This is an optimization exercise on Yosys and OpenROAD, whose aim is small area, a short achievable clock period and few clock cycles per item, not a production implementation.
Only simulation tests tie the RTL to the original design; equivalence was not proved.

## vm_fpu
module vm_fpu (
    input  wire        clk,
    input  wire        rst,
    input  wire        in_valid,
    output wire        in_ready,
    input  wire [7:0]  in_op,
    input  wire [63:0] in_a,
    input  wire [63:0] in_b,
    output reg         out_valid,
    output reg  [63:0] out_result
);
For scale: about 13000 cells after synthesis, about 210 I/O pins, about 87000 sq um of cells after synthesis.
Settings: LEC_CHECK=0, ABC_AREA=1, CAP_MARGIN=20, CORE_MARGIN=2, CORE_UTILIZATION=50, SETUP_SLACK_MARGIN=5, SLEW_MARGIN=20; clock period 14.0 ns.
run.sh (not shown) runs the stock make flow with config.mk's settings and CLKGATE_MAP_FILE= SYNTH_SCRIPT=/design/flow/synth_recipe.tcl, a recipe that flattens the netlist after the stock synthesis.
The baseline completed with no timing, DRC or antenna violations.
Testbench counts at the start, summed over its fixed seeds: cycles 17,392, ops 4,800.
Then changed:
--- a/flow/design.v
+++ b/flow/design.v
@@ -101,21 +101,21 @@
     wire        ys    = a_ge ? sb1 : sa1;
     wire [10:0] xe    = a_ge ? ea1e : eb1e;
     wire [5:0]  ash   = (ediff[10:6] != 5'd0) ? 6'd63 : ediff[5:0];
     wire [56:0] yw    = {ym, 4'd0};
     wire [56:0] ysh   = yw >> ash;
     wire        jam   = |(yw & ~({57{1'b1}} << ash));
     wire [56:0] yal   = {ysh[56:1], ysh[0] | jam};
     wire        md_idle  = !md_busy;
     wire        md_first = md_idle | md_norm;    
     wire        it_div   = md_idle ? op1[0] : md_div;
-    wire [52:0] mopa     = md_idle ? ma1 : ra;
+    wire [52:0] mopa     = ra;           
     wire [52:0] mopb     = md_idle ? mb1 : rb;
     wire [57:0] Cin      = md_first ? 58'd0 : C;
     wire [NQ-1:0] Qin    = md_first ? {NQ{1'b0}} : Q;
     wire [NQ-1:0] QMin   = md_first ? {NQ{1'b1}} : QM;
     function [129:0] csa65(input [64:0] x, input [64:0] y, input [64:0] z);
         reg [64:0] s, c;
         begin
             s = x ^ y ^ z;
             c = ((x & y) | (x & z) | (y & z));
             csa65 = {s, c[63:0], 1'b0};
@@ -237,41 +237,46 @@
         S    <= it_S;
         C    <= it_C;
         Q    <= it_Q;
         QM   <= it_QM;
         pd_p <= dP;
         pd_n <= dN;
         lo_s <= mS[10:0];
         lo_c <= mC[10:0];
         mcin <= !md_first & lowsum[11];
     end
+    wire md_idle_next = !a_to_md & (!md_busy | md_last);
+    always @(posedge clk) begin
+        if (md_idle_next)
+            ra <= {(in_a[62:52] != 11'd0), in_a[51:0]};
+        else if (md_busy & md_norm & !(ra[52] && rb[52]) & !ra[52])
+            ra <= ra8 ? {ra[44:0], 8'd0} : {ra[51:0], 1'b0};
+    end
     always @(posedge clk) begin
         if (rst) begin
             md_busy <= 1'b0;
             md_norm <= 1'b0;
         end else if (a_to_md) begin
             md_busy <= 1'b1;
             md_div  <= op1[0];
             md_sign <= ps1;
-            ra      <= ma1;
             me      <= op1[0] ? $signed({2'b0, ea1e}) - $signed({2'b0, eb1e}) + 13'sd1023
                               : $signed({2'b0, ea1e}) + $signed({2'b0, eb1e}) - 13'sd1023;
             md_cnt  <= !(a1h & b1h) ? 4'd0 : op1[0] ? 4'd1 : 4'd1 + {2'd0, mz};
             md_norm <= !(a1h & b1h);
             rb      <= mb1;
         end else if (md_busy) begin
             if (md_norm) begin
                 if (ra[52] && rb[52]) begin
                     md_norm <= 1'b0;
                     md_cnt  <= 4'd1;
                 end else begin
-                    ra <= ra[52] ? ra : (ra8 ? {ra[44:0], 8'd0} : {ra[51:0], 1'b0});
                     rb <= rb[52] ? rb : (rb8 ? {rb[44:0], 8'd0} : {rb[51:0], 1'b0});
                     me <= me - $signed({9'd0, nda})
                              + (md_div ? $signed({9'd0, ndb}) : -$signed({9'd0, ndb}));
                 end
             end else begin
                 md_cnt <= md_cnt + 4'd1;
                 if (md_last) md_busy <= 1'b0;
             end
         end
     end
Worst setup slack degrades by 0.022 ns. Final area falls by 1.9%. First-iteration DRC count went down by 18%. Die area went down by 1.0%. Routed wire length goes down by 4.7%. Via count shrinks by 4.0%. Critical path depth increases by 4. Clock-buffer cell count stays the same. Synthesized cell count decreases by 2.6%. Flip-flop and latch count is unchanged. Final cell count falls by 3.5%. Area after synthesis went down by 1.1%. Sequential share of layout area is higher by 0.35 points.
Testbench counts after the change, summed over its fixed seeds: cycles 17,392, ops 4,800.

separate check: timing with driven ports:
The results above use ideal ports. As a check the final layouts listed here were re-extracted and re-timed, cells and wires unchanged. Step 1 (the two cells are an assumption about what drives the block):
set clk [get_ports {clk}]
set_driving_cell -lib_cell sky130_fd_sc_hd__clkbuf_16 $clk
set_driving_cell -lib_cell sky130_fd_sc_hd__buf_2 [delete_from_list [all_inputs] $clk]
Step 2 moves the port delays by t, midway between the first and last clock arrival at a register: inputs arrive t later, outputs are due t later. That takes back most of the time a late clock gives input paths. Slacks: no drivers / after step 1 / after step 2; pairs: no drivers / after step 1.
run | t (ns) | slack for setup (ns) | hold WS [ns] | worst setup path at the end | worst register clock-pin slew, ns
the first run | 0.875 | 5.297 / 5.297 / 5.297 | 0.328 / 0.328 / 0.328 | register to register | 0.07 / 0.07
the second run | 0.876 | 5.275 / 5.275 / 5.275 | 0.341 / 0.341 / 0.341 | register to register | 0.07 / 0.07
After both steps setup and hold are still met in every run listed.
